What follows belongs to an exercise in optimizing a design on an open flow for small area, a short achievable clock period and few clock cycles; a production flow would make more cautious choices. Only simulation tests tie the RTL to the original design; equivalence was not proved. Power and IR drop assume default switching activity.

## flow/design.v (module list and top-level ports; edited modules follow where they fit)
// module mcl2_core: 362 lines
// module mcl2_benc: 17 lines
// module mcl2_umac: 246 lines
// module mcl2_qmul: 246 lines
module mcl2_core (
    input  wire        clk,
    input  wire        rst,
    input  wire        cmd_valid,
    input  wire [7:0]  cmd,
    output wire        cmd_ready,
    output reg         done,
    input  wire [1:0]  ev,
    output wire [1:0]  ind,
    output wire        test_out,
    output wire        in_rd,
    output wire [4:0]  in_addr,
    input  wire [15:0] in_rdata,
    output reg         out_we,
    output reg  [4:0]  out_addr,
    output reg  [15:0] out_wdata
);
  // ...
==> flow/run.sh <==
#!/bin/bash
# synth_recipe.tcl (not shown) runs the flow's synth.tcl, then flattens the netlist and writes it again
# the make line also repeats each setting of config.mk as NAME=value (left out here)
make -C /OpenROAD-flow-scripts/flow DESIGN_CONFIG=/design/flow/config.mk WORK_HOME=/design/flow/orfs CLKGATE_MAP_FILE= SYNTH_SCRIPT=/design/flow/synth_recipe.tcl finish
==> flow/config.mk <==
export PLATFORM = sky130hd
export DESIGN_NAME = mcl2_core
export DESIGN_NICKNAME = mcl2_core
export VERILOG_FILES = /design/flow/design.v
export SDC_FILE = /design/flow/constraint.sdc
export NUM_CORES = 4
export LEC_CHECK = 0
export ABC_AREA = 1
export CAP_MARGIN = 20
export CORE_MARGIN = 2
export CORE_UTILIZATION = 60
export PLACE_DENSITY = 0.75
export SLEW_MARGIN = 20
==> flow/constraint.sdc <==
create_clock -name core_clock -period 18.0 [get_ports {clk}]
set_input_delay 3.6000 -clock core_clock [delete_from_list [all_inputs] [get_ports {clk}]]
set_output_delay 3.6000 -clock core_clock [all_outputs]
set_load 0.01 [all_outputs]
==> impl_summary.txt, run 1 <==
----------------------------------------------------
[Timing]
  Transition at the pin with the smallest max-transition slack ... 1.177 ns

[Cells and area]
  Count of antenna diodes in the layout ... 0
  Seq_cells ... 897
  Number of nets in the finished design ... 4,930
  Multi-input logic area ... 0.01932 mm²
  Area added between synthesis and finish ... 10.02%
  Largest class ... flip-flops and latches
  Post-Route Utilization ... 66.38%
  Data buffer area share ... 1.683%

[Pwr]
  Int Power ... 3202 µW
  Seq pwr share ... 51.1%
  Clock power frac ... 46.6%
  Switching share of power ... 21.04%
  NetSw ... 853.2 µW
  Logic power comb ... 93.9 µW
  Total power consumption of the routed design ... 4055 µW

[Global routing]
  Number of antenna violations at the first check in global routing ... 1
  Vias in the first global route ... 30.35k
  Largest net degree at the start of global routing ... 87

[Floorplanning]
  Number of tapcells ... 950
  Die Y-Extent ... 271.7 µm

[Synthesis]
  Post-synthesis sequential area ratio ... 47.37%
  Post-Synth Adder-Cell Area ... 14.94%
  Avg Synthesized Cell Area ... 9.543 µm²
  Share of the synthesized netlist area taken by xor and xnor gates ... 6.558%

[Placement]
  Total instance count after detailed placement ... 5,366
  Setup WS pre-CTS ... 12.49 ns
  Number of input and output port buffers inserted ... 61

[Clocking]
  Root buffer cell ... sky130_fd_sc_hd__clkbuf_16

[Outcome]
  Run status ... no timing/DRC/antenna violations

[Route]
  Drt total wl ... 107,700 µm
  Detailed-routing wirelength on met1 ... 45,540 µm

[Hold path]
  Launch instance of the worst min-delay path ... dq[42]$_DFF_P_

----------------------------------------------------
Testbench counts, summed over its fixed seeds: cycles 86,472.
==> module mcl2_core, before the edit <==
module mcl2_core (
    input  wire        clk,
    input  wire        rst,
    input  wire        cmd_valid,
    input  wire [7:0]  cmd,
    output wire        cmd_ready,
    output reg         done,
    input  wire [1:0]  ev,
    output wire [1:0]  ind,
    output wire        test_out,
    output wire        in_rd,
    output wire [4:0]  in_addr,
    input  wire [15:0] in_rdata,
    output reg         out_we,
    output reg  [4:0]  out_addr,
    output reg  [15:0] out_wdata
);
    localparam [15:0] PHASE_INC = 16'd1365;
    localparam [7:0]  BITS      = 8'h59;      
    localparam [7:0]  CMD_INIT = 8'h01, CMD_PROCESS = 8'h02, CMD_TICK = 8'h03;
    localparam [16*64-1:0] SINE_TAB = {
        16'hF374, 16'hE707, 16'hDAD8, 16'hCF05, 16'hC3AA, 16'hB8E4, 16'hAECD, 16'hA57E,
        16'h9D0F, 16'h9593, 16'h8F1E, 16'h89BF, 16'h8584, 16'h8277, 16'h809F, 16'h8001,
        16'h809F, 16'h8277, 16'h8584, 16'h89BF, 16'h8F1E, 16'h9593, 16'h9D0F, 16'hA57E,
        16'hAECD, 16'hB8E4, 16'hC3AA, 16'hCF05, 16'hDAD8, 16'hE707, 16'hF374, 16'h0000,
        16'h0C8C, 16'h18F9, 16'h2528, 16'h30FB, 16'h3C56, 16'h471C, 16'h5133, 16'h5A82,
        16'h62F1, 16'h6A6D, 16'h70E2, 16'h7641, 16'h7A7C, 16'h7D89, 16'h7F61, 16'h7FFF,
        16'h7F61, 16'h7D89, 16'h7A7C, 16'h7641, 16'h70E2, 16'h6A6D, 16'h62F1, 16'h5A82,
        16'h5133, 16'h471C, 16'h3C56, 16'h30FB, 16'h2528, 16'h18F9, 16'h0C8C, 16'h0000
    };
    localparam [16*16-1:0] SHAPE_A_TAB = {
        16'h8001, 16'h8277, 16'h89BF, 16'h9593, 16'hA57E, 16'hB8E4, 16'hCF05, 16'hE707,
        16'h0000, 16'h18F9, 16'h30FB, 16'h471C, 16'h5A82, 16'h6A6D, 16'h7641, 16'h7D89
    };
    localparam [16*16-1:0] SHAPE_B_TAB = {
        16'h7FFF, 16'h7D89, 16'h7641, 16'h6A6D, 16'h5A82, 16'h471C, 16'h30FB, 16'h18F9,
        16'h0000, 16'hE707, 16'hCF05, 16'hB8E4, 16'hA57E, 16'h9593, 16'h89BF, 16'h8277
    };
    localparam [1:0] S_IDLE = 2'd0, S_SAMPLE = 2'd1, S_CLEAR = 2'd3;
    reg [1:0]  mode;
    reg [1:0]  ind_r;
    reg        inc_pend, dec_pend;
    reg        sign, test_out_r;
    reg        ineg;                 
    reg [2:0]  bitcur;
    reg [15:0] phase;
    reg [16*15-1:0] hq;              
    reg [16*21-1:0] dq;              
    reg [16:0] ua_r, ub_r;           
    reg        uc_r;
    reg        rdy;                  
    reg        proc_r;               
    reg        pv;                   
    reg [1:0]  pm;                   
    reg        prun;                 
    reg        m3r;                  
    reg [5:0]  cnt;
    reg        v1;                   
    reg [4:0]  a1;
    reg        tr, sel;
    reg        blk;                  
    reg [3:0]  ti;                   
    reg [4:0]  rel;                  
    reg [1:0]  stype;
    reg        hrot;                 
    reg        clr_req, clr_all;
    reg [6:0]  m_one, m_two, m_neg;  
    reg [15:0] hn_r;                 
    reg [15:0] xb_r;                 
    reg [32:0] qa_r, qb_r;           
    reg [31:0] acc;
    reg        p1_act, p2_act, p3_act;
    reg        p1_first, p2_first, p3_first;
    reg        p1_last, p2_last;
    reg        rdv, tail_go, tail_2;
    reg [15:0] dreg;                 
    reg [16:0] dreg4;                
    reg        tick_r;               
    reg [1:0]  pend_r, ev_r;         
    reg        rd_r;
    reg [4:0]  ra_r;
    assign cmd_ready = rdy;
    assign ind       = ind_r;
    assign test_out  = test_out_r;
    assign in_rd     = rd_r;
    assign in_addr   = ra_r;
    wire accept = cmd_valid & rdy;
    wire [15:0] h_head = hq[15:0];
    wire [15:0] x_head = dq[15:0];
    wire [16:0] ua_n, ub_n;
    wire        uc_n;
    mcl2_umac u_upd (.one(m_one), .two(m_two), .neg(m_neg), .x(x_head), .h(h_head),
                     .sa(ua_n), .sb(ub_n), .c15(uc_n));
    wire [16:0] u_v   = ua_r + ub_r + {16'd0, uc_r};
    wire [15:0] h_upd = (u_v[16] != u_v[15]) ? (u_v[16] ? 16'h8000 : 16'h7FFF) : u_v[15:0];
    wire [32:0] qa_n, qb_n;
    mcl2_qmul u_mul (.a(hn_r), .b(xb_r), .qa(qa_n), .qb(qb_n));
    wire [31:0] acc_in = m3r ? 32'h00008000 : p3_first ? 32'd0 : acc;
    wire [32:0] acc_x  = {acc_in[31], acc_in};
    wire [32:0] acc_3s = acc_x ^ qa_r ^ qb_r;
    wire [32:0] acc_3c = (acc_x & qa_r) | (acc_x & qb_r) | (qa_r & qb_r);
    wire [32:0] acc_s  = acc_3s + {acc_3c[31:0], 1'b0};
    wire [31:0] acc_n  = (acc_s[32] != acc_s[31]) ? (acc_s[32] ? 32'h80000000 : 32'h7FFFFFFF) : acc_s[31:0];
    wire        nsp   = (acc[31:15] == 17'h0FFFF);
    wire        cin   = ~acc[15] | nsp;
    wire [16:0] ny    = {~acc[31], ~acc[31:16]};
    wire [16:0] e_d   = {dreg[15], dreg} + ny + {16'd0, cin};
    wire [17:0] e_d4  = {dreg4[16], dreg4} + {ny[16], ny} + {17'd0, cin};
    wire        e_sat = (e_d[16] != e_d[15]);
    wire [15:0] e_s   = e_sat ? (e_d[16] ? 16'h8000 : 16'h7FFF) : e_d[15:0];
    wire [15:0] emu_n = e_sat ? (e_d[16] ? 16'hF000 : 16'h1000) : {e_d4[17], e_d4[17:3]};
    wire [7:0]  mo_n, mt_n, mn_n;
    mcl2_benc u_enc (.v(emu_n), .one(mo_n), .two(mt_n), .neg(mn_n));
    wire [15:0] phase_n = phase + PHASE_INC;
    wire [5:0]  sidx    = phase_n[15:10] + ((pm == 2'd3) ? 6'd16 : 6'd0);
    wire [15:0] rom     = SINE_TAB[16*sidx +: 16];
    wire [3:0]  n3      = cnt[4:1];
    wire [15:0] coef_n  = tr ? (sel ? SHAPE_B_TAB[16*n3 +: 16] : SHAPE_A_TAB[16*n3 +: 16])
                             : (ineg ? 16'h8001 : 16'h7FFF);
    wire upd_now  = (stype == S_SAMPLE) && (rel <= 5'd15);
    wire push     = (stype == S_SAMPLE) && (rel == 5'd15);
    wire [4:0] rel_n = push ? 5'd17 : (rel == 5'd20) ? 5'd0 : rel + 5'd1;
    wire eng_idle = (stype == S_IDLE) && !clr_req;
    wire [15:0] h_in  = (stype == S_CLEAR) ? 16'd0 : h_upd;
    wire [15:0] dl_in = ((stype == S_CLEAR) && (clr_all || (rel <= 5'd15))) ? 16'd0 :
                        push ? dreg : x_head;
    wire [1:0] mode_inc  = pend_r[0] ? mode + 2'd1 : mode;
    wire [1:0] mode_tick = pend_r[1] ? mode_inc - 2'd1 : mode_inc;
    always @(posedge clk) begin
        if (hrot) hq <= {h_in, hq[16*15-1:16]};
        if (stype == S_CLEAR) begin
            ua_r <= 17'd0;
            ub_r <= 17'd0;
            uc_r <= 1'b0;
        end else if (upd_now) begin
            ua_r <= ua_n;
            ub_r <= ub_n;
            uc_r <= uc_n;
        end
        dq   <= {dl_in, dq[16*21-1:16]};
        hn_r <= m3r ? coef_n : h_upd;
        xb_r <= m3r ? rom : dq[16*19 +: 16];
        qa_r <= qa_n;
        qb_r <= qb_n;
        dreg  <= in_rdata;
        dreg4 <= {dreg[15], dreg} + 17'd4;
        pend_r <= {dec_pend, inc_pend};
        ev_r   <= ev;
    end
    always @(posedge clk) begin
        if (rst) begin
            done       <= 1'b0;
            out_we     <= 1'b0;
            out_addr   <= 5'd0;
            out_wdata  <= 16'd0;
            mode       <= 2'd0;
            ind_r      <= 2'd0;
            inc_pend   <= 1'b0;
            dec_pend   <= 1'b0;
            sign       <= 1'b0;
            test_out_r <= 1'b0;
            ineg       <= 1'b0;
            bitcur     <= 3'd0;
            phase      <= 16'd0;
            rdy        <= 1'b1;
            proc_r     <= 1'b0;
            tick_r     <= 1'b0;
            pv         <= 1'b0;
            pm         <= 2'd0;
            prun       <= 1'b0;
            m3r        <= 1'b0;
            cnt        <= 6'd0;
            v1         <= 1'b0;
            a1         <= 5'd0;
            tr         <= 1'b0;
            sel        <= 1'b0;
            blk        <= 1'b0;
            ti         <= 4'd0;
            rel        <= 5'd0;
            stype      <= S_CLEAR;
            hrot       <= 1'b1;
            clr_req    <= 1'b0;
            clr_all    <= 1'b1;
            m_one      <= 7'd0;
            m_two      <= 7'd0;
            m_neg      <= 7'd0;
            acc        <= 32'd0;
            p1_act     <= 1'b0;
            p2_act     <= 1'b0;
            p3_act     <= 1'b0;
            p1_first   <= 1'b0;
            p2_first   <= 1'b0;
            p3_first   <= 1'b0;
            p1_last    <= 1'b0;
            p2_last    <= 1'b0;
            rdv        <= 1'b0;
            tail_go    <= 1'b0;
            tail_2     <= 1'b0;
            rd_r       <= 1'b0;
            ra_r       <= 5'd0;
        end else begin
            done   <= 1'b0;
            out_we <= 1'b0;
            proc_r <= 1'b0;
            tick_r <= 1'b0;
            if (ev[0]) inc_pend <= 1'b1;
            if (ev[1]) dec_pend <= 1'b1;
            if (accept) begin
                case (cmd)
                CMD_INIT: begin
                    clr_req <= 1'b1;
                    done    <= 1'b1;
                end
                CMD_TICK: begin
                    rdy    <= 1'b0;
                    tick_r <= 1'b1;
                end
                CMD_PROCESS: begin
                    rdy    <= 1'b0;
                    proc_r <= 1'b1;
                end
                default: done <= 1'b1;    
                endcase
            end
            if (tick_r) begin
                inc_pend <= ev_r[0] | ev[0];
                dec_pend <= ev_r[1] | ev[1];
                mode     <= mode_tick;
                if (pend_r[0] || pend_r[1])
                    ind_r <= mode_tick;
                done     <= 1'b1;
                rdy      <= 1'b1;
            end
            if (proc_r) begin
                if (mode == 2'd1) begin
                    blk <= 1'b1;
                    ti  <= 4'd0;
                end else begin
                    pv   <= 1'b1;
                    pm   <= mode;
                    prun <= 1'b0;
                    cnt  <= 6'd0;
                end
                if (mode == 2'd3) begin
                    test_out_r <= BITS[bitcur];
                    bitcur     <= bitcur + 3'd1;
                    tr         <= ~BITS[bitcur];
                    sel        <= sign;
                    if (!BITS[bitcur])
                        sign <= ~sign;
                end
            end
            v1 <= rd_r && pv && (pm == 2'd0);
            a1 <= ra_r;
            if (pv && !prun) begin
                if (pm == 2'd2 || eng_idle) begin
                    prun <= 1'b1;
                    if (pm == 2'd3) m3r <= 1'b1;
                end
            end
            if (pv && prun) begin
                case (pm)
                2'd0: begin
                    if (!cnt[5]) cnt <= cnt + 6'd1;
                    if (v1) begin
                        out_we    <= 1'b1;
                        out_addr  <= a1;
                        out_wdata <= in_rdata;
                        if (a1 == 5'd31) begin
                            done <= 1'b1;
                            rdy  <= 1'b1;
                            pv   <= 1'b0;
                        end
                    end
                end
                2'd2: begin
                    cnt      <= cnt + 6'd1;
                    out_we   <= 1'b1;
                    out_addr <= cnt[4:0];
                    if (!cnt[0]) begin
                        phase     <= phase_n;
                        out_wdata <= rom;
                    end
                    if (cnt[4:0] == 5'd31) begin
                        done <= 1'b1;
                        rdy  <= 1'b1;
                        pv   <= 1'b0;
                    end
                end
                default: begin
                    cnt <= cnt + 6'd1;
                    if (!cnt[0] && !cnt[5])
                        phase <= phase_n;
                    if (cnt >= 6'd2) begin
                        out_we   <= 1'b1;
                        out_addr <= {cnt[4:1] - 4'd1, cnt[0]};
                        if (!cnt[0]) out_wdata <= acc_s[31:16];
                    end
                    if (cnt == 6'd33) begin
                        done <= 1'b1;
                        rdy  <= 1'b1;
                        pv   <= 1'b0;
                        m3r  <= 1'b0;
                        if (tr) ineg <= ~sel;
                    end
                end
                endcase
            end
            rd_r <= (pv && prun && (pm == 2'd0) && !cnt[5]) || (blk && (rel_n == 5'd17));
            ra_r <= blk ? {ti, 1'b0} : cnt[4:0];
            rel  <= rel_n;
            hrot <= ((rel == 5'd20) ? (tail_go || clr_req) : (stype != S_IDLE)) && (rel_n <= 5'd15);
            p1_act   <= upd_now;
            p1_first <= (stype == S_SAMPLE) && (rel == 5'd0);
            p1_last  <= push;
            p2_act   <= p1_act;
            p2_first <= p1_first;
            p2_last  <= p1_last;
            p3_act   <= p2_act;
            p3_first <= p2_first;
            if (p3_act) acc <= acc_n;
            if (push) begin
                m_one <= 7'd0;
                m_two <= 7'd0;
                m_neg <= 7'd0;
            end
            if (rel == 5'd17) rdv <= rd_r && blk;
            if (rel == 5'd19) tail_go <= rdv && blk && !clr_req;
            tail_2 <= (rel == 5'd20) && tail_go;
            if (rel == 5'd20 && tail_go) begin
                out_wdata <= e_s;
                m_one     <= mo_n[6:0];
                m_two     <= mt_n[6:0];
                m_neg     <= mn_n[6:0];
                out_we    <= 1'b1;
                out_addr  <= {ti, 1'b0};
            end
            if (tail_2) begin
                out_we   <= 1'b1;
                out_addr <= {ti, 1'b1};
                ti       <= ti + 4'd1;
                if (ti == 4'd15) begin
                    done <= 1'b1;
                    rdy  <= 1'b1;
                    blk  <= 1'b0;
                end
            end
            if (rel == 5'd20) begin
                if (stype == S_CLEAR) clr_all <= 1'b0;
                if (tail_go) begin
                    stype <= S_SAMPLE;
                end else if (clr_req) begin
                    stype   <= S_CLEAR;
                    clr_req <= 1'b0;
                    acc     <= 32'd0;
                end else begin
                    stype <= S_IDLE;
                end
            end
        end
    end
endmodule
==> run 2: changes to the inputs <==
--- a/flow/design.v
+++ b/flow/design.v
@@ -78,2 +78,3 @@
     reg        tick_r;               
+    reg        init_r, oth_r;        
     reg [1:0]  pend_r, ev_r;         
@@ -167,2 +168,4 @@
             tick_r     <= 1'b0;
+            init_r     <= 1'b0;
+            oth_r      <= 1'b0;
             pv         <= 1'b0;
@@ -205,2 +208,4 @@
             tick_r <= 1'b0;
+            init_r <= 1'b0;
+            oth_r  <= 1'b0;
             if (ev[0]) inc_pend <= 1'b1;
@@ -208,17 +213,16 @@
             if (accept) begin
-                case (cmd)
-                CMD_INIT: begin
-                    clr_req <= 1'b1;
-                    done    <= 1'b1;
-                end
-                CMD_TICK: begin
-                    rdy    <= 1'b0;
-                    tick_r <= 1'b1;
-                end
-                CMD_PROCESS: begin
-                    rdy    <= 1'b0;
-                    proc_r <= 1'b1;
-                end
-                default: done <= 1'b1;    
-                endcase
+                rdy    <= 1'b0;
+                init_r <= (cmd == CMD_INIT);
+                tick_r <= (cmd == CMD_TICK);
+                proc_r <= (cmd == CMD_PROCESS);
+                oth_r  <= (cmd != CMD_INIT) && (cmd != CMD_TICK) && (cmd != CMD_PROCESS);
+            end
+            if (init_r) begin
+                clr_req <= 1'b1;
+                done    <= 1'b1;
+                rdy     <= 1'b1;
+            end
+            if (oth_r) begin              
+                done    <= 1'b1;
+                rdy     <= 1'b1;
             end
==> impl_summary.txt, run 2 <==
----------------------------------------------------
[Synthesis]
  Post-synthesis sequential area ratio ... 47.22% (was 47.37%)
  Number of storage elements in the synthesis netlist ... 899 (was 897)
  Most frequently used flop master after synthesis ... sky130_fd_sc_hd__dfxtp_1 (unchanged)
  Mapped Nets ... 5,008 (was 4,928)
  Post-synthesis cell type with the largest combined area ... sky130_fd_sc_hd__dfxtp_1 (unchanged)
  EDFF count, synth ... 240 (unchanged)
  Dominant cells by area after synthesis ... sky130_fd_sc_hd__dfxtp_1 31%, sky130_fd_sc_hd__edfxtp_1 17%, sky130_fd_sc_hd__fa_1 9.1% (was sky130_fd_sc_hd__dfxtp_1 31%, sky130_fd_sc_hd__edfxtp_1 17%, sky130_fd_sc_hd__fa_1 9.2%)
  Avg Synthesized Cell Area ... 9.425 µm² (was 9.543 µm²)
  Library cells used by synthesis ... 64 (was 65)
  Mapped cell area ... 0.04320 mm² (was 0.04298 mm²)
  Top cell types by occurrence after synthesis ... 684 x sky130_fd_sc_hd__inv_1, 665 x sky130_fd_sc_hd__nand2_1, 659 x sky130_fd_sc_hd__dfxtp_1 (was 657 x sky130_fd_sc_hd__dfxtp_1, 654 x sky130_fd_sc_hd__inv_1, 596 x sky130_fd_sc_hd__nand2_1)
  Share of flip-flops with an asynchronous set or reset ... 0% (unchanged)
  Cell count after synthesis ... 4,584 (was 4,504)
  Cell with the most instances after synthesis ... sky130_fd_sc_hd__inv_1 (was sky130_fd_sc_hd__dfxtp_1)
  Number of warnings issued by yosys ... 1 (unchanged)
  Area fraction of the dominant cell type after synthesis ... 30.54% (was 30.60%)

[Timing]
  Total setup violations reported at the end of the flow ... 0 (unchanged)
  Max-slew violation count ... 0 (unchanged)
  Setup Total Neg Slack ... 0 ns (unchanged)
  Highest clock frequency the design can meet ... 186.7 MHz (was 185.8 MHz)
  Transition at the pin with the smallest max-transition slack ... 1.104 ns (was 1.177 ns)
  Hold Violations, Final ... 0 (unchanged)
  Fraction of the cycle the final worst path needs ... 29.75% (was 29.90%)
  Fin crit period ... 5.355 ns (was 5.381 ns)
  Final worst setup slack ... 12.65 ns (was 12.62 ns)
  Unrepaired setup endpoints after global routing ... no (unchanged)
  Max-slew headroom ... 24.92% (was 21.40%)
  Setup Skew ... 0.03857 ns (was 0.02728 ns)

[Pwr]
  Pleak ... 0.02130 µW (was 0.02087 µW)
  Worst vdd rail ir drop ... 93.48 µV (was 87.41 µV)
  Power per cell area ... 86.82 mW/mm² (was 85.74 mW/mm²)

[Route]
  Via count ... 31.59k (was 31.23k)
  Initial detailed-routing violation count ... 3,139 (was 3,130)
  Detail Route Antenna Nets ... 0 (unchanged)
  Drt total wl ... 108,700 µm (was 107,700 µm)
  Length of the first detailed-routing pass in iterations ... 6 (was 8)
  Average wire length per cell after detail routing ... 19.34 µm (was 19.49 µm)
  Avg Vias per Cell ... 5.618 (was 5.650)
  Count of unresolved DRC violations after routing ... 0 (unchanged)

[Cells and area]
  Number of nets in the finished design ... 5,024 (was 4,930)
  Post-route cell area ... 0.04772 mm² (was 0.04729 mm²)
  Most common cell after layout, fill and taps aside ... sky130_fd_sc_hd__inv_1 (was sky130_fd_sc_hd__dfxtp_1)
  Most used cells in the layout excluding fill and tap cells ... 684 x sky130_fd_sc_hd__inv_1, 664 x sky130_fd_sc_hd__nand2_1, 658 x sky130_fd_sc_hd__dfxtp_1 (was 656 x sky130_fd_sc_hd__dfxtp_1, 653 x sky130_fd_sc_hd__inv_1, 596 x sky130_fd_sc_hd__nand2_1)
  Regs by FF count ... dq: 336 flops, hq: 240 flops (unchanged)
  Fill cell total of the finished layout ... 5,656 (was 5,684)
  Area added between synthesis and finish ... 10.46% (was 10.02%)
  Layout cell share with drive strength beyond 1 ... 5.886% (was 5.876%)
  Post-Route Utilization ... 66.87% (was 66.38%)
  Register ranked first by flip-flop count ... dq (unchanged)
  Flip-flop count of the largest register, all copies and words added ... 336 (unchanged)

[Floorplanning]
  Number of top-level pins ... 62 (unchanged)
  Core area ... 0.07136 mm² (was 0.07124 mm²)
  Floorplan die area ... 0.07417 mm² (was 0.07379 mm²)
  Width of the die ... 272.3 µm (was 271.7 µm)
  Number of standard-cell rows in the floorplan ... 98 (unchanged)
  Starting Density ... 60.54% (was 60.33%)
  Die Y-Extent ... 272.3 µm (was 271.7 µm)

[Clocking]
  Sink Count ... 899 (was 897)
  Clock-pin transition on the worst setup and hold timing paths ... 0.06 ns (was 0.07 ns)
  Root buffer cell ... sky130_fd_sc_hd__clkbuf_16 (unchanged)
  Post-CTS Repair Setup Buffers ... 0 (unchanged)
  Latest clock arrival within the worst-skew pair ... 0.66 ns (was 0.65 ns)
  Resized Gates After CTS ... 0 (unchanged)
  Maximum count of clock buffers along a single path ... 3 (unchanged)
  Number of hold buffers added after CTS ... 0 (unchanged)
  TritonCTS clock tree ... done (unchanged)
  Number of levels the H-tree was split into ... 3 (unchanged)
  Total CTS buffers ... 89 (was 88)

[Placement]
  Placed standard-cell area ... 0.04452 mm² (was 0.04425 mm²)
  Final weighted congestion in routability-driven placement ... 0.9849 (was 0.9464)
  Number of input and output port buffers inserted ... 61 (unchanged)
  Setup WS pre-CTS ... 12.68 ns (was 12.49 ns)
  Detail Placement HPWL ... 78,960 µm (was 77,550 µm)

[Critical path]
  Combined buffer and inverter count along the critical path ... 1 (unchanged)
  Critical path fanouts, max ... 2 (unchanged)
  Largest delay share family, worst path ... buffers and inverters (unchanged)
  CP Launch Type ... flop (unchanged)
  Worst Setup End Kind ... output pin (unchanged)
  Maximum single-stage delay on the critical path ... 0.62 ns (was 0.61 ns)
  Slowest cell on the critical path ... sky130_fd_sc_hd__clkdlybuf4s50_1 (unchanged)
  Data required time of the worst path ... 14.40 ns (about the same)
  Worst Path Class, Setup ... reg2out (unchanged)
  Chain of cells forming the critical path ... clkdlybuf4s50_1 (unchanged)
  Critical Path AT ... 1.75 ns (was 1.78 ns)

[Global routing]
  Largest net degree at the start of global routing ... 94 (was 87)
  Number of antenna violations at the first check in global routing ... 1 (unchanged)
  GRT Total Usage ... 29.31% (was 29.16%)
  Vias in the first global route ... 30.55k (was 30.35k)
  Wire length of the first global-routing pass ... 168,700 µm (was 168,400 µm)
  Remaining global-route overflow ... 0 (unchanged)

[Outcome]
  Run status ... no timing/DRC/antenna violations (unchanged)

[Flow run]
  Max cap viols ... 0 (unchanged)

[Hold path]
  Hold Crit Class ... reg2reg (unchanged)

----------------------------------------------------
## run 2: final cells by class
class	count	area [µm²]	area share [%]
well taps	950	1189	2.491
repair buffers	88	828.3	1.736
inverters	720	2715	5.689
diodes	1	2.502	0.005244
flip-flops and latches	899	20400	42.75
clock inverters	51	724.4	1.518
multi-input cells	2802	19410	40.68
clock buffers	112	2445	5.123
## run 2: worst paths after layout
check,from,end,slack (ns),cells past startpoint
max,out_wdata[13]$_SDFFE_PP0P_,out_wdata[13],12.65,1
min,dq[250]$_DFF_P_,dq[234]$_DFF_P_,0.30,0
max reg2reg,m3r$_SDFF_PP0_,acc[14]$_SDFF_PP0_,13.40,22
min reg2reg,dq[250]$_DFF_P_,dq[234]$_DFF_P_,0.30,0
## run 2: logic make-up after synthesis
family | count (synthesis) | share of synthesized area [%]
and+or+nand+nor | 1254 | 12.41
xor gates and xnor gates | 316 | 6.424
adders and majority gates | 395 | 14.86
muxes | 9 | 0.2143
AOI/OAI and AO/OA | 828 | 10.97
DFF | 899 | 47.22
buffers and inverters | 883 | 7.901
## run 2: metal layers
metal	up-vias	GRT usage, %	wire length, µm
met5	-	0	0
met4	0	12.30	4775
met3	304	6.004	9961
met2	1384	46.13	48730
met1	14940	39.60	45260
li1	14960	-	-
## run 2: stage by stage
step,power [µW],instances,hold slack (ns)
after detailed placement,2217,5458,0.3121
after floorplan,2188,4584,0.3096
after global routing,4271,5622,0.3095
after global placement,2216,5458,0.3096
final,4143,5623,0.3045
after CTS,4174,5621,0.3021
## run 2: report_power, final
| part | switching, µW | leakage [µW] | internal, µW |
|---|---|---|---|
| logic | 63.0 | 0.0115 | 37.1 |
| registers | 5.16 | 0.00828 | 2070 |
| clock network | 801 | 0.00156 | 1170 |
| total | 870 | 0.0213 | 3270 |
Testbench counts of run 2, summed over its fixed seeds: cycles 86,472.
==> run 3: changes to the inputs <==
--- a/flow/design.v
+++ b/flow/design.v
@@ -46,3 +46,3 @@
     reg [15:0] phase;
-    reg [16*15-1:0] hq;              
+    reg [16*19-1:0] hq;              
     reg [16*21-1:0] dq;              
@@ -50,2 +50,3 @@
     reg        uc_r;
+    reg [15:0] hl_r;                 
     reg        rdy;                  
@@ -64,3 +65,2 @@
     reg [1:0]  stype;
-    reg        hrot;                 
     reg        clr_req, clr_all;
@@ -124,3 +124,3 @@
     wire eng_idle = (stype == S_IDLE) && !clr_req;
-    wire [15:0] h_in  = (stype == S_CLEAR) ? 16'd0 : h_upd;
+    wire [15:0] h_in  = (stype == S_CLEAR) ? 16'd0 : (stype == S_SAMPLE) ? h_upd : hl_r;
     wire [15:0] dl_in = ((stype == S_CLEAR) && (clr_all || (rel <= 5'd15))) ? 16'd0 :
@@ -130,12 +130,7 @@
     always @(posedge clk) begin
-        if (hrot) hq <= {h_in, hq[16*15-1:16]};
-        if (stype == S_CLEAR) begin
-            ua_r <= 17'd0;
-            ub_r <= 17'd0;
-            uc_r <= 1'b0;
-        end else if (upd_now) begin
-            ua_r <= ua_n;
-            ub_r <= ub_n;
-            uc_r <= uc_n;
-        end
+        hq   <= {h_in, hq[16*19-1:16]};
+        ua_r <= ua_n;
+        ub_r <= ub_n;
+        uc_r <= uc_n;
+        hl_r <= h_upd;
         dq   <= {dl_in, dq[16*21-1:16]};
@@ -183,3 +178,2 @@
             stype      <= S_CLEAR;
-            hrot       <= 1'b1;
             clr_req    <= 1'b0;
@@ -315,3 +309,2 @@
             rel  <= rel_n;
-            hrot <= ((rel == 5'd20) ? (tail_go || clr_req) : (stype != S_IDLE)) && (rel_n <= 5'd15);
             p1_act   <= upd_now;
==> impl_summary.txt, run 3 <==
----------------------------------------------------
[Floorplanning]
  Die Y-Extent ... 268.4 µm (was 272.3 µm)
  Number of standard-cell rows in the floorplan ... 96 (was 98)
  Starting Density ... 60.85% (was 60.54%)
  Floorplan die area ... 0.07205 mm² (was 0.07417 mm²)
  Number of top-level pins ... 62 (unchanged)
  Core area ... 0.06895 mm² (was 0.07136 mm²)
  Width of the die ... 268.4 µm (was 272.3 µm)

[Pwr]
  NetSw ... 905.5 µW (was 869.6 µW)
  Int Power ... 3333 µW (was 3274 µW)
  Switching share of power ... 21.36% (was 20.99%)
  Clock power frac ... 46.5% (was 47.5%)
  Pleak ... 0.02058 µW (was 0.02130 µW)
  Power per cell area ... 91.35 mW/mm² (was 86.82 mW/mm²)
  Seq pwr share ... 51.3% (was 50.1%)
  Worst vdd rail ir drop ... 93.34 µV (was 93.48 µV)
  Combinational group share of total power ... 2.2% (was 2.4%)

[Synthesis]
  Top cell types by occurrence after synthesis ... 977 x sky130_fd_sc_hd__dfxtp_1, 679 x sky130_fd_sc_hd__inv_1, 649 x sky130_fd_sc_hd__nand2_1 (was 684 x sky130_fd_sc_hd__inv_1, 665 x sky130_fd_sc_hd__nand2_1, 659 x sky130_fd_sc_hd__dfxtp_1)
  Area fraction of the dominant cell type after synthesis ... 46.62% (was 30.54%)
  Number of storage elements in the synthesis netlist ... 977 (was 899)
  Library cells used by synthesis ... 67 (was 64)
  Most frequently used flop master after synthesis ... sky130_fd_sc_hd__dfxtp_1 (unchanged)
  Cell count after synthesis ... 4,558 (was 4,584)
  Post-synthesis cell type with the largest combined area ... sky130_fd_sc_hd__dfxtp_1 (unchanged)
  Mapped cell area ... 0.04195 mm² (was 0.04320 mm²)
  Dominant cells by area after synthesis ... sky130_fd_sc_hd__dfxtp_1 47%, sky130_fd_sc_hd__fa_1 9.4%, sky130_fd_sc_hd__inv_1 6.1% (was sky130_fd_sc_hd__dfxtp_1 31%, sky130_fd_sc_hd__edfxtp_1 17%, sky130_fd_sc_hd__fa_1 9.1%)
  Share of flip-flops with an asynchronous set or reset ... 0% (unchanged)
  EDFF count, synth ... 0 (was 240)
  Cell with the most instances after synthesis ... sky130_fd_sc_hd__dfxtp_1 (was sky130_fd_sc_hd__inv_1)
  Post-synthesis sequential area ratio ... 46.62% (was 47.22%)
  Avg Synthesized Cell Area ... 9.204 µm² (was 9.425 µm²)
  Mapped Nets ... 4,987 (was 5,008)
  Number of warnings issued by yosys ... 1 (unchanged)

[Timing]
  Highest clock frequency the design can meet ... 184.6 MHz (was 186.7 MHz)
  Total setup violations reported at the end of the flow ... 0 (unchanged)
  Transition at the pin with the smallest max-transition slack ... 1.063 ns (was 1.104 ns)
  Max-slew headroom ... 27.76% (was 24.92%)
  Fraction of the cycle the final worst path needs ... 30.10% (was 29.75%)
  Setup Total Neg Slack ... 0 ns (unchanged)
  Unrepaired setup endpoints after global routing ... no (unchanged)
  Fin crit period ... 5.417 ns (was 5.355 ns)
  Max-slew violation count ... 0 (unchanged)
  Setup Skew ... 0.04488 ns (was 0.03857 ns)
  Hold Violations, Final ... 0 (unchanged)

[Critical path]
  Critical path fanouts, max ... 2 (unchanged)
  Data required time of the worst path ... 14.40 ns (about the same)
  CP Launch Type ... flop (unchanged)
  Chain of cells forming the critical path ... clkdlybuf4s50_1 (unchanged)
  Maximum single-stage delay on the critical path ... 0.61 ns (was 0.62 ns)
  Critical Path AT ... 1.82 ns (was 1.75 ns)
  Combined buffer and inverter count along the critical path ... 1 (unchanged)
  Slowest cell on the critical path ... sky130_fd_sc_hd__clkdlybuf4s50_1 (unchanged)
  Worst Path Class, Setup ... reg2out (unchanged)
  Largest delay share family, worst path ... buffers and inverters (unchanged)
  Worst Setup End Kind ... output pin (unchanged)

[Cells and area]
  Most common cell after layout, fill and taps aside ... sky130_fd_sc_hd__dfxtp_1 (was sky130_fd_sc_hd__inv_1)
  Regs by FF count ... dq: 336 flops, hq: 304 flops (was dq: 336 flops, hq: 240 flops)
  Number of nets in the finished design ... 4,999 (was 5,024)
  Area added between synthesis and finish ... 10.59% (was 10.46%)
  Layout cell share with drive strength beyond 1 ... 5.562% (was 5.886%)
  Register ranked first by flip-flop count ... dq (unchanged)
  Flip-flop count of the largest register, all copies and words added ... 336 (unchanged)
  Fill cell total of the finished layout ... 5,524 (was 5,656)
  Most used cells in the layout excluding fill and tap cells ... 977 x sky130_fd_sc_hd__dfxtp_1, 679 x sky130_fd_sc_hd__inv_1, 649 x sky130_fd_sc_hd__nand2_1 (was 684 x sky130_fd_sc_hd__inv_1, 664 x sky130_fd_sc_hd__nand2_1, 658 x sky130_fd_sc_hd__dfxtp_1)
  Post-route cell area ... 0.04640 mm² (was 0.04772 mm²)

[Route]
  Average wire length per cell after detail routing ... 18.78 µm (was 19.34 µm)
  Detail Route Antenna Nets ... 0 (unchanged)
  Initial detailed-routing violation count ... 2,970 (was 3,139)
  Length of the first detailed-routing pass in iterations ... 6 (unchanged)
  Avg Vias per Cell ... 5.522 (was 5.618)
  Via count ... 30.76k (was 31.59k)
  Count of unresolved DRC violations after routing ... 0 (unchanged)
  Drt total wl ... 104,600 µm (was 108,700 µm)

[Clocking]
  Total CTS buffers ... 91 (was 89)
  Sink Count ... 977 (was 899)
  Number of levels the H-tree was split into ... 3 (unchanged)
  Clock-pin transition on the worst setup and hold timing paths ... 0.07 ns (was 0.06 ns)
  Maximum count of clock buffers along a single path ... 3 (unchanged)
  Number of hold buffers added after CTS ... 0 (unchanged)
  Resized Gates After CTS ... 0 (unchanged)
  Root buffer cell ... sky130_fd_sc_hd__clkbuf_16 (unchanged)
  Post-CTS Repair Setup Buffers ... 0 (unchanged)
  Latest clock arrival within the worst-skew pair ... 0.67 ns (was 0.66 ns)
  TritonCTS clock tree ... done (unchanged)

[Placement]
  Placed standard-cell area ... 0.04324 mm² (was 0.04452 mm²)
  Number of input and output port buffers inserted ... 61 (unchanged)
  Detail Placement HPWL ... 76,200 µm (was 78,960 µm)
  Final weighted congestion in routability-driven placement ... 0.9810 (was 0.9849)

[Global routing]
  Remaining global-route overflow ... 0 (unchanged)
  Number of antenna violations at the first check in global routing ... 3 (was 1)
  Vias in the first global route ... 29.90k (was 30.55k)
  Largest net degree at the start of global routing ... 56 (was 94)
  GRT Total Usage ... 29.35% (was 29.31%)
  Wire length of the first global-routing pass ... 163,700 µm (was 168,700 µm)

[Flow run]
  Max cap viols ... 0 (unchanged)

[Hold path]
  Hold Crit Class ... reg2reg (unchanged)

[Outcome]
  Run status ... no timing/DRC/antenna violations (unchanged)

----------------------------------------------------
[run 3: cell type report]
type,count,area (µm²),share of cell area (%)
Sequential cell,977,19560,42.16
Tap cell,931,1165,2.511
Multi-Input combinational cell,2709,19070,41.11
Timing Repair Buffer,85,785.8,1.694
Inverter,706,2653,5.717
Clock inverter,39,520.5,1.122
Antenna cell,1,2.502,0.005393
Clock buffer,123,2639,5.687
[run 3: worst paths after layout]
kind / slack [ns] / to / from / depth (start not counted)
max: 12.58 / out_wdata[0] / out_wdata[0]$_SDFFE_PP0P_ / 1
max reg2reg: 13.29 / out_wdata[8]$_SDFFE_PP0P_ / phase[0]$_SDFFE_PP0P_ / 18
min reg2reg: 0.30 / dq[230]$_DFF_P_ / dq[246]$_DFF_P_ / 0
min: 0.30 / dq[230]$_DFF_P_ / dq[246]$_DFF_P_ / 0
[run 3: routing by layer]
metal	up-vias	wire length, µm	part of all wire (%)	GRT usage, %
met4	0	4162	4.0	11.29
li1	14640	-	-	-
met3	250	7782	7.4	4.758
met5	-	0	0	0
met1	14660	44750	43	39.81
met2	1219	47920	46	47.37
[run 3: power by group through the flow]
stage,Clock [µW],Combinational [µW],Sequential (µW)
after floorplan,0,63.3,2220
after global placement,0,90.6,2220
after detailed placement,0,91.4,2220
after CTS,2010,92.2,2170
after global routing,2090,104,2170
final,1970,92.5,2170
[run 3: per-stage QoR]
step                      cells  utilization, %  power [µW]  hold WS [ns]  setup slack, ns
after floorplan            4558               -        2283        0.3096            13.17
after global placement     5408           62.71        2312        0.3095            12.08
after detailed placement   5408           62.71        2313        0.3121            12.01
after CTS                  5570           67.29        4272        0.3025            12.59
after global routing       5570           67.29        4363        0.3069            12.44
final                      5571           67.29        4238        0.3034            12.58
[run 3: worst register-to-register path: stages (launching register included)]
cell	delay (ns)
sky130_fd_sc_hd__dfxtp_1	0.38
sky130_fd_sc_hd__ha_1	0.20
sky130_fd_sc_hd__o21ai_1	0.09
sky130_fd_sc_hd__nand2_1	0.07
sky130_fd_sc_hd__nand2_1	0.10
sky130_fd_sc_hd__o21ai_1	0.19
sky130_fd_sc_hd__inv_1	0.08
sky130_fd_sc_hd__nand2_1	0.10
sky130_fd_sc_hd__nand3_1	0.09
sky130_fd_sc_hd__xor2_1	0.17
sky130_fd_sc_hd__ha_1	0.96
sky130_fd_sc_hd__clkinv_1	1.02
sky130_fd_sc_hd__a31oi_1	0.53
sky130_fd_sc_hd__o21ai_0	0.14
sky130_fd_sc_hd__nand3_1	0.12
sky130_fd_sc_hd__nand3_1	0.11
sky130_fd_sc_hd__nand2_1	0.10
sky130_fd_sc_hd__nand2_1	0.05
sky130_fd_sc_hd__a21oi_1	0.14
[run 3: kinds of logic (layout without fill, tap and decap cells)]
family                   Yosys count  count (layout)  share of synthesized area, %
buffers and inverters            872             953                         7.975
multiplexers                       8               8                        0.1939
flip-flops                       977             977                         46.62
AO/OA/AOI/OAI                    812             812                         11.10
XOR/XNOR                         323             323                         6.859
AND/OR/NAND/NOR                 1166            1166                         11.80
other                              0               1                             0
adder cells (fa/ha/maj)          400             400                         15.45
Testbench counts of run 3, summed over its fixed seeds: cycles 86,472.
==> run 4: changes to the inputs <==
--- a/flow/design.v
+++ b/flow/design.v
@@ -123,3 +123,3 @@
     wire [4:0] rel_n = push ? 5'd17 : (rel == 5'd20) ? 5'd0 : rel + 5'd1;
-    wire eng_idle = (stype == S_IDLE) && !clr_req;
+    wire eng_idle = (stype != S_SAMPLE);    
     wire [15:0] h_in  = (stype == S_CLEAR) ? 16'd0 : (stype == S_SAMPLE) ? h_upd : hl_r;
@@ -238,3 +238,4 @@
                     pm   <= mode;
-                    prun <= 1'b0;
+                    prun <= (mode == 2'd2) || eng_idle;
+                    m3r  <= (mode == 2'd3) && eng_idle;
                     cnt  <= 6'd0;
==> impl_summary.txt, run 4 <==
----------------------------------------------------
[Outcome]
  Run status ... no timing/DRC/antenna violations (unchanged)

[Pwr]
  Pleak ... 0.02049 µW (was 0.02058 µW)
  Power per cell area ... 91.13 mW/mm² (was 91.35 mW/mm²)
  Worst vdd rail ir drop ... 73.02 µV (was 93.34 µV)

[Synthesis]
  Mapped Nets ... 4,958 (was 4,987)
  Post-synthesis sequential area ratio ... 46.67% (was 46.62%)
  Cell with the most instances after synthesis ... sky130_fd_sc_hd__dfxtp_1 (unchanged)
  Avg Synthesized Cell Area ... 9.254 µm² (was 9.204 µm²)
  Number of warnings issued by yosys ... 1 (unchanged)
  Share of flip-flops with an asynchronous set or reset ... 0% (unchanged)
  Most frequently used flop master after synthesis ... sky130_fd_sc_hd__dfxtp_1 (unchanged)
  Post-synthesis cell type with the largest combined area ... sky130_fd_sc_hd__dfxtp_1 (unchanged)
  EDFF count, synth ... 0 (unchanged)
  Area fraction of the dominant cell type after synthesis ... 46.67% (was 46.62%)
  Top cell types by occurrence after synthesis ... 977 x sky130_fd_sc_hd__dfxtp_1, 677 x sky130_fd_sc_hd__inv_1, 599 x sky130_fd_sc_hd__nand2_1 (was 977 x sky130_fd_sc_hd__dfxtp_1, 679 x sky130_fd_sc_hd__inv_1, 649 x sky130_fd_sc_hd__nand2_1)
  Mapped cell area ... 0.04191 mm² (was 0.04195 mm²)
  Library cells used by synthesis ... 59 (was 67)
  Dominant cells by area after synthesis ... sky130_fd_sc_hd__dfxtp_1 47%, sky130_fd_sc_hd__fa_1 9.4%, sky130_fd_sc_hd__xor2_1 6.2% (was sky130_fd_sc_hd__dfxtp_1 47%, sky130_fd_sc_hd__fa_1 9.4%, sky130_fd_sc_hd__inv_1 6.1%)
  Number of storage elements in the synthesis netlist ... 977 (unchanged)
  Cell count after synthesis ... 4,529 (was 4,558)

[Route]
  Via count ... 30.70k (was 30.76k)
  Count of unresolved DRC violations after routing ... 0 (unchanged)
  Drt total wl ... 105,700 µm (was 104,600 µm)
  Avg Vias per Cell ... 5.536 (was 5.522)
  Detail Route Antenna Nets ... 0 (unchanged)
  Average wire length per cell after detail routing ... 19.06 µm (was 18.78 µm)
  Length of the first detailed-routing pass in iterations ... 6 (unchanged)
  Initial detailed-routing violation count ... 2,862 (was 2,970)

[Cells and area]
  Most common cell after layout, fill and taps aside ... sky130_fd_sc_hd__dfxtp_1 (unchanged)
  Post-Route Utilization ... 67.25% (was 67.29%)
  Multi-input logic area ... 0.01904 mm² (was 0.01907 mm²)
  Sequential cell area ... 0.01956 mm² (unchanged)
  Register ranked first by flip-flop count ... dq (unchanged)
  Flip-flop count of the largest register, all copies and words added ... 336 (unchanged)
  Number of nets in the finished design ... 4,970 (was 4,999)
  Layout cell share with drive strength beyond 1 ... 5.374% (was 5.562%)
  Count of antenna diodes in the layout ... 0 (was 1)
  Area added between synthesis and finish ... 10.45% (was 10.59%)
  Count of placed standard cells in the final layout, fillers left out ... 5,546 (was 5,571)
  Fill cell total of the finished layout ... 5,418 (was 5,524)
  Most used cells in the layout excluding fill and tap cells ... 977 x sky130_fd_sc_hd__dfxtp_1, 677 x sky130_fd_sc_hd__inv_1, 598 x sky130_fd_sc_hd__nand2_1 (was 977 x sky130_fd_sc_hd__dfxtp_1, 679 x sky130_fd_sc_hd__inv_1, 649 x sky130_fd_sc_hd__nand2_1)
  Post-route cell area ... 0.04629 mm² (was 0.04640 mm²)
  Regs by FF count ... dq: 336 flops, hq: 304 flops (unchanged)

[Placement]
  Placed standard-cell area ... 0.04321 mm² (was 0.04324 mm²)
  Number of input and output port buffers inserted ... 61 (unchanged)
  Total instance count after detailed placement ... 5,378 (was 5,408)
  Final weighted congestion in routability-driven placement ... 0.9850 (was 0.9810)
  Detail Placement HPWL ... 76,630 µm (was 76,200 µm)

[Clocking]
  Maximum count of clock buffers along a single path ... 3 (unchanged)
  Latest clock arrival within the worst-skew pair ... 0.65 ns (was 0.67 ns)
  TritonCTS clock tree ... done (unchanged)
  Clock-pin transition on the worst setup and hold timing paths ... 0.06 ns (was 0.07 ns)
  Post-CTS Repair Setup Buffers ... 0 (unchanged)
  Root buffer cell ... sky130_fd_sc_hd__clkbuf_16 (unchanged)
  Resized Gates After CTS ... 0 (unchanged)
  Number of hold buffers added after CTS ... 0 (unchanged)
  Sink Count ... 977 (unchanged)
  Total CTS buffers ... 92 (was 91)
  Number of levels the H-tree was split into ... 3 (unchanged)

[Global routing]
  Largest net degree at the start of global routing ... 62 (was 56)
  GRT Total Usage ... 29.55% (was 29.35%)
  Wire length of the first global-routing pass ... 164,900 µm (was 163,700 µm)
  Remaining global-route overflow ... 0 (unchanged)
  Vias in the first global route ... 29.52k (was 29.90k)
  Number of antenna violations at the first check in global routing ... 1 (was 3)

[Timing]
  Transition at the pin with the smallest max-transition slack ... 1.029 ns (was 1.063 ns)
  Fin crit period ... 5.366 ns (was 5.417 ns)
  Hold Violations, Final ... 0 (unchanged)
  Max-slew headroom ... 30.04% (was 27.76%)
  Total setup violations reported at the end of the flow ... 0 (unchanged)
  Unrepaired setup endpoints after global routing ... no (unchanged)
  Max-slew violation count ... 0 (unchanged)
  Setup Skew ... 0.02818 ns (was 0.04488 ns)
  Fraction of the cycle the final worst path needs ... 29.81% (was 30.10%)
  Setup Total Neg Slack ... 0 ns (unchanged)
  Highest clock frequency the design can meet ... 186.4 MHz (was 184.6 MHz)

[Critical path]
  Worst Setup End Kind ... output pin (unchanged)
  Largest delay share family, worst path ... buffers and inverters (unchanged)
  Critical path fanouts, max ... 2 (unchanged)
  Worst Path Class, Setup ... reg2out (unchanged)
  Endpoint of the most critical setup path ... out_wdata[2] (was out_wdata[0])
  Maximum single-stage delay on the critical path ... 0.61 ns (about the same)
  Crit Reg-Reg Startpoint ... m3r$_SDFF_PP0_ (was phase[0]$_SDFFE_PP0P_)
  Worst r2r dst ... acc[2]$_SDFF_PP0_ (was out_wdata[8]$_SDFFE_PP0P_)
  CP Launch Type ... flop (unchanged)
  Combined buffer and inverter count along the critical path ... 1 (unchanged)
  R2R Setup Slk ... 12.95 ns (was 13.29 ns)
  Chain of cells forming the critical path ... clkdlybuf4s50_1 (unchanged)
  Path depth of the worst reg2reg path ... 25 (was 18)
  Launch point of the critical path ... out_wdata[2]$_SDFFE_PP0P_ (was out_wdata[0]$_SDFFE_PP0P_)
  Stages on the worst setup path ... 1 (unchanged)
  Slowest cell on the critical path ... sky130_fd_sc_hd__clkdlybuf4s50_1 (unchanged)
  Data required time of the worst path ... 14.40 ns (about the same)
  Critical Path AT ... 1.77 ns (was 1.82 ns)

[Floorplanning]
  Width of the die ... 268.3 µm (was 268.4 µm)
  Number of top-level pins ... 62 (unchanged)
  Floorplan die area ... 0.07198 mm² (was 0.07205 mm²)
  Die Y-Extent ... 268.3 µm (was 268.4 µm)
  Starting Density ... 60.89% (was 60.85%)
  Number of standard-cell rows in the floorplan ... 96 (unchanged)
  Core area ... 0.06883 mm² (was 0.06895 mm²)

[Hold path]
  Hold Crit Class ... reg2reg (unchanged)
  Min-Delay Path Depth ... 0 (unchanged)

[Flow run]
  Max cap viols ... 0 (unchanged)

----------------------------------------------------
run 4: cell count changes in the layout (fill, tap and decap cells not counted), sizes merged, moves of 5 or more:
| cell | delta |
|---|---|
| nand2 | -61 |
| nand3 | +38 |
| nor2 | -16 |
| o22ai | +15 |
| o211ai | +11 |
| clkinv | +9 |
| a21oi | -7 |
| inv | -6 |
| xor2 | +5 |
run 4: layout make-up:
class                      instances  share of cell area (%)
sequential                       977                   42.25
multi-input combinational       2681                   41.14
inverter                         700                   5.676
clock buffer                     122                   5.522
tap                              931                   2.517
timing repair buffer              89                   1.762
clock inverter                    46                   1.130
run 4: how the worst min path moves through the flow:
stage / startpoint / to / slack, ns
4_1_cts: hq[178]$_DFF_P_ / hq[162]$_DFF_P_ / 0.31
2_1_floorplan: dq[16]$_DFF_P_ / dq[0]$_DFF_P_ / 0.31
6_report: hq[152]$_DFF_P_ / hq[136]$_DFF_P_ / 0.32
3_5_place_dp: dq[331]$_SDFF_PP0_ / dq[315]$_DFF_P_ / 0.31
5_1_grt: hq[42]$_DFF_P_ / hq[26]$_DFF_P_ / 0.32
3_3_place_gp: hq[214]$_DFF_P_ / hq[198]$_DFF_P_ / 0.31
run 4: metrics by stage:
step                      worst slack (ns)  power [µW]  hold slack (ns)
after floorplan                      13.58        2284           0.3096
after global placement               12.77        2309           0.3096
after detailed placement             12.73        2311           0.3121
after CTS                            12.65        4245           0.3103
after global routing                 12.57        4342           0.3200
final                                12.63        4218           0.3164
run 4: kinds of logic after synthesis:
family	Yosys count	synth area share, %
AND/OR/NAND/NOR	1120	11.41
flip-flops	977	46.67
buffers and inverters	871	7.932
AO/OA/AOI/OAI	824	11.35
adder cells (fa/ha/maj)	400	15.47
XOR/XNOR	329	6.974
multiplexers	8	0.1941
run 4: worst register-to-register path: stages (launching register included):
cell	delay [ns]
sky130_fd_sc_hd__dfxtp_1	0.30
sky130_fd_sc_hd__buf_4	0.27
sky130_fd_sc_hd__nor2_1	0.17
sky130_fd_sc_hd__buf_4	0.33
sky130_fd_sc_hd__nand2_1	0.14
sky130_fd_sc_hd__fa_1	0.43
sky130_fd_sc_hd__inv_1	0.07
sky130_fd_sc_hd__ha_1	0.16
sky130_fd_sc_hd__inv_1	0.06
sky130_fd_sc_hd__fa_1	0.46
sky130_fd_sc_hd__inv_1	0.07
sky130_fd_sc_hd__nand3_1	0.06
sky130_fd_sc_hd__nand2_1	0.13
sky130_fd_sc_hd__a21oi_1	0.14
sky130_fd_sc_hd__nand3b_1	0.19
sky130_fd_sc_hd__nand3_1	0.17
sky130_fd_sc_hd__nand2_1	0.10
sky130_fd_sc_hd__o211ai_2	0.11
sky130_fd_sc_hd__nand2_1	0.12
sky130_fd_sc_hd__nand3_1	0.09
sky130_fd_sc_hd__nand2_1	0.11
sky130_fd_sc_hd__inv_1	0.07
sky130_fd_sc_hd__nand2_1	0.06
sky130_fd_sc_hd__nand2_1	0.69
sky130_fd_sc_hd__o21ai_0	0.24
sky130_fd_sc_hd__a21oi_1	0.19
run 4: power breakdown:
part           internal [µW]  total (µW)  switching [µW]
clock                   1110        1950             841
sequential              2170        2170            6.26
combinational           34.5        90.3            55.8
total                   3320        4220             903
run 4: layer usage:
metal	part of all wire (%)	vias up	global-route usage [%]	routed length [µm]
li1	-	14610	-	-
met1	44	14580	41.46	46300
met2	45	1291	46.93	47570
met3	8.1	216	4.847	8568
met4	3.1	0	9.150	3261
met5	0	-	0	0
Testbench counts of run 4, summed over its fixed seeds: cycles 86,136.
==> run 5: changes to the inputs <==
--- a/flow/config.mk
+++ b/flow/config.mk
@@ -11,2 +11,3 @@
 export CORE_UTILIZATION = 60
+export CTS_CLUSTER_SIZE = 30
 export PLACE_DENSITY = 0.75
==> impl_summary.txt, run 5 <==
----------------------------------------------------
[Pwr]
  Clock power frac ... 46.3% (about the same)
  Worst vdd rail ir drop ... 73.02 µV (unchanged)
  Seq pwr share ... 51.5% (about the same)
  Combinational group share of total power ... 2.1% (about the same)
  Power per cell area ... 91.13 mW/mm² (unchanged)
  Switching share of power ... 21.40% (unchanged)
  Int Power ... 3315 µW (unchanged)
  NetSw ... 902.8 µW (unchanged)
  Pleak ... 0.02049 µW (unchanged)

[Timing]
  Fin crit period ... 5.366 ns (unchanged)
  Transition at the pin with the smallest max-transition slack ... 1.029 ns (unchanged)
  Fraction of the cycle the final worst path needs ... 29.81% (unchanged)
  Max-slew headroom ... 30.04% (unchanged)
  Max-slew violation count ... 0 (unchanged)
  Highest clock frequency the design can meet ... 186.4 MHz (unchanged)
  Setup Total Neg Slack ... 0 ns (unchanged)
  Total setup violations reported at the end of the flow ... 0 (unchanged)
  Hold Violations, Final ... 0 (unchanged)
  Setup Skew ... 0.02818 ns (unchanged)
  Unrepaired setup endpoints after global routing ... no (unchanged)

[Route]
  Length of the first detailed-routing pass in iterations ... 6 (unchanged)
  Average wire length per cell after detail routing ... 19.06 µm (unchanged)
  Detailed-routing wirelength on met1 ... 46,300 µm (unchanged)
  Total met2 wirelength after detailed routing ... 47,570 µm (unchanged)
  Via count ... 30.70k (unchanged)
  Total met3 wirelength after detailed routing ... 8568 µm (unchanged)
  Detail Route Antenna Nets ... 0 (unchanged)
  Top routing layer used ... met4 (unchanged)
  Drt total wl ... 105,700 µm (unchanged)
  Initial detailed-routing violation count ... 2,862 (unchanged)
  Avg Vias per Cell ... 5.536 (unchanged)
  Count of unresolved DRC violations after routing ... 0 (unchanged)

[Critical path]
  R2R Setup Slk ... 12.95 ns (about the same)
  Worst Path Class, Setup ... reg2out (unchanged)
  Critical path fanouts, max ... 2 (unchanged)
  Chain of cells forming the critical path ... clkdlybuf4s50_1 (unchanged)
  CP Launch Type ... flop (unchanged)
  Critical Path AT ... 1.77 ns (about the same)
  Maximum single-stage delay on the critical path ... 0.61 ns (about the same)
  Combined buffer and inverter count along the critical path ... 1 (unchanged)
  Crit Reg-Reg Startpoint ... m3r$_SDFF_PP0_ (unchanged)
  Largest delay share family, worst path ... buffers and inverters (unchanged)
  Worst Setup End Kind ... output pin (unchanged)
  Slowest cell on the critical path ... sky130_fd_sc_hd__clkdlybuf4s50_1 (unchanged)
  Launch point of the critical path ... out_wdata[2]$_SDFFE_PP0P_ (unchanged)
  Data required time of the worst path ... 14.40 ns (about the same)

[Hold path]
  Launch instance of the worst min-delay path ... hq[152]$_DFF_P_ (unchanged)
  Hold Crit Class ... reg2reg (unchanged)

[Synthesis]
  Mapped cell area ... 0.04191 mm² (unchanged)
  Library cells used by synthesis ... 59 (unchanged)
  Share of flip-flops with an asynchronous set or reset ... 0% (unchanged)
  Cell with the most instances after synthesis ... sky130_fd_sc_hd__dfxtp_1 (unchanged)
  Mapped Nets ... 4,958 (unchanged)
  Most frequently used flop master after synthesis ... sky130_fd_sc_hd__dfxtp_1 (unchanged)
  Area fraction of the dominant cell type after synthesis ... 46.67% (unchanged)
  EDFF count, synth ... 0 (unchanged)
  Number of warnings issued by yosys ... 1 (unchanged)
  Dominant cells by area after synthesis ... sky130_fd_sc_hd__dfxtp_1 47%, sky130_fd_sc_hd__fa_1 9.4%, sky130_fd_sc_hd__xor2_1 6.2% (unchanged)
  Avg Synthesized Cell Area ... 9.254 µm² (unchanged)
  Top cell types by occurrence after synthesis ... 977 x sky130_fd_sc_hd__dfxtp_1, 677 x sky130_fd_sc_hd__inv_1, 599 x sky130_fd_sc_hd__nand2_1 (unchanged)
  Cell count after synthesis ... 4,529 (unchanged)
  Post-synthesis cell type with the largest combined area ... sky130_fd_sc_hd__dfxtp_1 (unchanged)
  Number of storage elements in the synthesis netlist ... 977 (unchanged)
  Post-synthesis sequential area ratio ... 46.67% (unchanged)

[Placement]
  Final weighted congestion in routability-driven placement ... 0.9850 (unchanged)
  Placed standard-cell area ... 0.04321 mm² (unchanged)
  Number of input and output port buffers inserted ... 61 (unchanged)
  Detail Placement HPWL ... 76,630 µm (unchanged)

[Global routing]
  GRT Total Usage ... 29.55% (unchanged)
  Wire length of the first global-routing pass ... 164,900 µm (unchanged)
  Vias in the first global route ... 29.52k (unchanged)
  Number of antenna violations at the first check in global routing ... 1 (unchanged)
  Largest net degree at the start of global routing ... 62 (unchanged)
  Remaining global-route overflow ... 0 (unchanged)

[Clocking]
  Maximum count of clock buffers along a single path ... 3 (unchanged)
  Root buffer cell ... sky130_fd_sc_hd__clkbuf_16 (unchanged)
  Clock-pin transition on the worst setup and hold timing paths ... 0.06 ns (about the same)
  Latest clock arrival within the worst-skew pair ... 0.65 ns (about the same)
  Resized Gates After CTS ... 0 (unchanged)
  Post-CTS Repair Setup Buffers ... 0 (unchanged)
  Total CTS buffers ... 92 (unchanged)
  TritonCTS clock tree ... done (unchanged)
  Number of hold buffers added after CTS ... 0 (unchanged)
  Number of levels the H-tree was split into ... 3 (unchanged)
  Sink Count ... 977 (unchanged)

[Floorplanning]
  Starting Density ... 60.89% (unchanged)
  Core area ... 0.06883 mm² (unchanged)
  Die Y-Extent ... 268.3 µm (unchanged)
  Floorplan die area ... 0.07198 mm² (unchanged)
  Width of the die ... 268.3 µm (unchanged)
  Number of standard-cell rows in the floorplan ... 96 (unchanged)
  Number of top-level pins ... 62 (unchanged)

[Cells and area]
  Number of nets in the finished design ... 4,970 (unchanged)
  Register ranked first by flip-flop count ... dq (unchanged)
  Flip-flop count of the largest register, all copies and words added ... 336 (unchanged)
  Post-route cell area ... 0.04629 mm² (unchanged)
  Layout cell share with drive strength beyond 1 ... 5.374% (unchanged)
  Regs by FF count ... dq: 336 flops, hq: 304 flops (unchanged)
  Most used cells in the layout excluding fill and tap cells ... 977 x sky130_fd_sc_hd__dfxtp_1, 677 x sky130_fd_sc_hd__inv_1, 598 x sky130_fd_sc_hd__nand2_1 (unchanged)
  Fill cell total of the finished layout ... 5,418 (unchanged)
  Most common cell after layout, fill and taps aside ... sky130_fd_sc_hd__dfxtp_1 (unchanged)
  Count of antenna diodes in the layout ... 0 (unchanged)
  Area added between synthesis and finish ... 10.45% (unchanged)

[Outcome]
  Run status ... no timing/DRC/antenna violations (unchanged)

[Flow run]
  Max cap viols ... 0 (unchanged)

----------------------------------------------------
run 5: kinds of logic after synthesis:
family,Yosys count,share of synthesized area (%)
fa+ha+maj,400,15.47
buf+inv,871,7.932
compound gates,824,11.35
flops,977,46.67
xor+xnor,329,6.974
simple gates,1120,11.41
mux,8,0.1941
run 5: metrics by stage:
step / cells / total power (µW) / hold slack, ns / utilization (%) / worst slack (ns)
after floorplan: 4529 / 2284 / 0.3096 / - / 13.58
after global placement: 5378 / 2309 / 0.3096 / 62.78 / 12.77
after detailed placement: 5378 / 2311 / 0.3121 / 62.78 / 12.73
after CTS: 5546 / 4245 / 0.3103 / 67.25 / 12.65
after global routing: 5546 / 4342 / 0.3200 / 67.25 / 12.57
final: 5546 / 4218 / 0.3164 / 67.25 / 12.63
run 5: final timing paths:
kind,end,depth (start not counted)
min reg2reg,hq[136]$_DFF_P_,0
max reg2reg,acc[2]$_SDFF_PP0_,25
max,out_wdata[2],1
min,hq[136]$_DFF_P_,0
run 5: layout make-up:
cell class,count,area [µm²],share of cell area (%)
inverters,700,2628,5.676
well taps,931,1165,2.517
clock buffers,122,2556,5.522
flip-flops and latches,977,19560,42.25
multi-input cells,2681,19040,41.14
clock inverters,46,523.0,1.130
repair buffers,89,815.8,1.762
run 5: power by group through the flow:
stage | registers (µW) | clock network, µW | logic [µW]
floorplan | 2220 | 0 | 64.5
global placement | 2220 | 0 | 87.1
global route | 2170 | 2070 | 102
CTS | 2170 | 1980 | 90.4
finish | 2170 | 1950 | 90.3
detailed placement | 2220 | 0 | 89.1
run 5: layer usage:
layer	vias to the layer above	global-route usage, %
met1	14580	41.46
met4	0	9.150
met2	1291	46.93
met3	216	4.847
li1	14610	-
met5	-	0
==> run 6: changes to the inputs <==
--- a/flow/design.v
+++ b/flow/design.v
@@ -149,4 +149,2 @@
             out_we     <= 1'b0;
-            out_addr   <= 5'd0;
-            out_wdata  <= 16'd0;
             mode       <= 2'd0;
@@ -171,3 +169,2 @@
             v1         <= 1'b0;
-            a1         <= 5'd0;
             tr         <= 1'b0;
@@ -177,4 +174,4 @@
             rel        <= 5'd0;
-            stype      <= S_CLEAR;
-            clr_req    <= 1'b0;
+            stype      <= S_IDLE;       
+            clr_req    <= 1'b1;         
             clr_all    <= 1'b1;
@@ -183,3 +180,2 @@
             m_neg      <= 7'd0;
-            acc        <= 32'd0;
             p1_act     <= 1'b0;
--- a/flow/config.mk
+++ b/flow/config.mk
@@ -11,3 +11,2 @@
 export CORE_UTILIZATION = 60
-export CTS_CLUSTER_SIZE = 30
 export PLACE_DENSITY = 0.75
==> impl_summary.txt, run 6 <==
----------------------------------------------------
[Outcome]
  Run status ... no timing/DRC/antenna violations (unchanged)

[Clocking]
  Clock-pin transition on the worst setup and hold timing paths ... 0.06 ns (about the same)
  Post-CTS Repair Setup Buffers ... 0 (unchanged)

[Route]
  Detail Route Antenna Nets ... 0 (unchanged)
  Length of the first detailed-routing pass in iterations ... 6 (unchanged)
  Count of unresolved DRC violations after routing ... 0 (unchanged)
  Detailed-routing wirelength on met1 ... 43,180 µm (was 46,300 µm)
  Drt total wl ... 101,800 µm (was 105,700 µm)
  Top routing layer used ... met5 (was met4)

[Synthesis]
  Area fraction of the dominant cell type after synthesis ... 43.80% (was 46.67%)
  Mapped cell area ... 0.04200 mm² (was 0.04191 mm²)
  Avg Synthesized Cell Area ... 9.516 µm² (was 9.254 µm²)
  EDFF count, synth ... 58 (was 0)

[Timing]
  Total setup violations reported at the end of the flow ... 0 (unchanged)
  Fin crit period ... 5.320 ns (was 5.366 ns)
  Max-slew headroom ... 27.47% (was 30.04%)
  Setup Total Neg Slack ... 0 ns (unchanged)

[Critical path]
  Chain of cells forming the critical path ... clkdlybuf4s50_1 (unchanged)
  Combined buffer and inverter count along the critical path ... 1 (unchanged)
  Data required time of the worst path ... 14.40 ns (about the same)
  Largest delay share family, worst path ... buffers and inverters (unchanged)

[Floorplanning]
  Width of the die ... 268.6 µm (was 268.3 µm)
  Starting Density ... 60.29% (was 60.89%)
  Number of top-level pins ... 62 (unchanged)

[Flow run]
  Max cap viols ... 0 (unchanged)

[Global routing]
  Remaining global-route overflow ... 0 (unchanged)
  Largest net degree at the start of global routing ... 67 (was 62)

[Cells and area]
  Regs by FF count ... dq: 336 flops, hq: 304 flops (unchanged)
  Fill cell total of the finished layout ... 5,585 (was 5,418)
  Layout cell share with drive strength beyond 1 ... 5.575% (was 5.374%)
  Number of nets in the finished design ... 4,852 (was 4,970)
  Area added between synthesis and finish ... 10.42% (was 10.45%)

[Placement]
  Placed standard-cell area ... 0.04324 mm² (was 0.04321 mm²)

[Pwr]
  Worst vdd rail ir drop ... 96.10 µV (was 73.02 µV)

----------------------------------------------------
-- run 6: changes by cell type after synthesis, moves of 9 or more --
cell                       delta
sky130_fd_sc_hd__nand2_1     -12
sky130_fd_sc_hd__inv_1       -31
sky130_fd_sc_hd__edfxtp_1    +58
sky130_fd_sc_hd__a21oi_1     -22
sky130_fd_sc_hd__nand3_1     -33
sky130_fd_sc_hd__a22o_1      +13
sky130_fd_sc_hd__dfxtp_1     -58
sky130_fd_sc_hd__clkbuf_1    -13
sky130_fd_sc_hd__buf_6        +9
sky130_fd_sc_hd__o22ai_1     -13
-- run 6: final cells by class --
type                            instances  area (µm²)  area share (%)
Multi-Input combinational cell       2606       18650           40.21
Inverter                              673        2529           5.452
Clock buffer                          125        2640           5.692
Tap cell                              940        1176           2.536
Antenna cell                            3       7.507         0.01619
Clock inverter                         41       489.2           1.055
Sequential cell                       977       20140           43.42
Timing Repair Buffer                   80       748.2           1.613
-- run 6: worst paths after layout --
| path | end | cells after the start | startpoint |
|---|---|---|---|
| setup / recovery | out_wdata[12] | 1 | out_wdata[12]$_DFFE_PP_ |
| setup reg to reg | acc[30]$_DFFE_PN_ | 21 | m3r$_SDFF_PP0_ |
| hold reg to reg | hq[184]$_DFF_P_ | 0 | hq[200]$_DFF_P_ |
| hold / removal | hq[184]$_DFF_P_ | 0 | hq[200]$_DFF_P_ |
-- run 6: through the flow --
step | worst slack, ns | util, % | hold slack, ns | power, µW
floorplan | 12.32 | - | 0.3096 | 2528
global placement | 12.31 | 62.07 | 0.3095 | 2596
detailed placement | 12.29 | 62.07 | 0.3121 | 2604
CTS | 12.69 | 66.57 | 0.3122 | 4543
global route | 12.64 | 66.57 | 0.3235 | 4665
finish | 12.68 | 66.58 | 0.3191 | 4516
-- run 6: power by group --
group	leakage (µW)	internal [µW]	switching, µW
logic	0.0112	81.6	167
clock network	0.00153	1100	848
registers	0.00800	2280	32.6
total	0.0207	3470	1050
-- run 6: cells by family (layout without fill, tap and decap cells) --
| family | count (synthesis) | in the layout | synth area share (%) |
|---|---|---|---|
| adder cells (fa/ha/maj) | 394 | 394 | 15.26 |
| other | 0 | 3 | 0 |
| AND/OR/NAND/NOR | 1093 | 1093 | 11.20 |
| flip-flops | 977 | 977 | 47.95 |
| AO/OA/AOI/OAI | 788 | 788 | 10.82 |
| XOR/XNOR | 323 | 323 | 6.887 |
| multiplexers | 8 | 8 | 0.1936 |
| buffers and inverters | 831 | 919 | 7.694 |
-- run 6: per-layer routing --
| layer | global-route usage, % | up-vias |
|---|---|---|
| met5 | 0 | - |
| met4 | 10.57 | 4 |
| met3 | 6.210 | 260 |
| met2 | 45.33 | 1245 |
| met1 | 37.50 | 14150 |
| li1 | - | 14270 |
Testbench counts of run 6, summed over its fixed seeds: cycles 86,136.

Check on run 6: ideal ports give 12.680 ns setup slack; a clkbuf_16 on the clock port and buf_2 on the inputs give 12.613 ns; moving port delays by the midpoint clock arrival (0.707 ns) as well gives 12.260 ns.
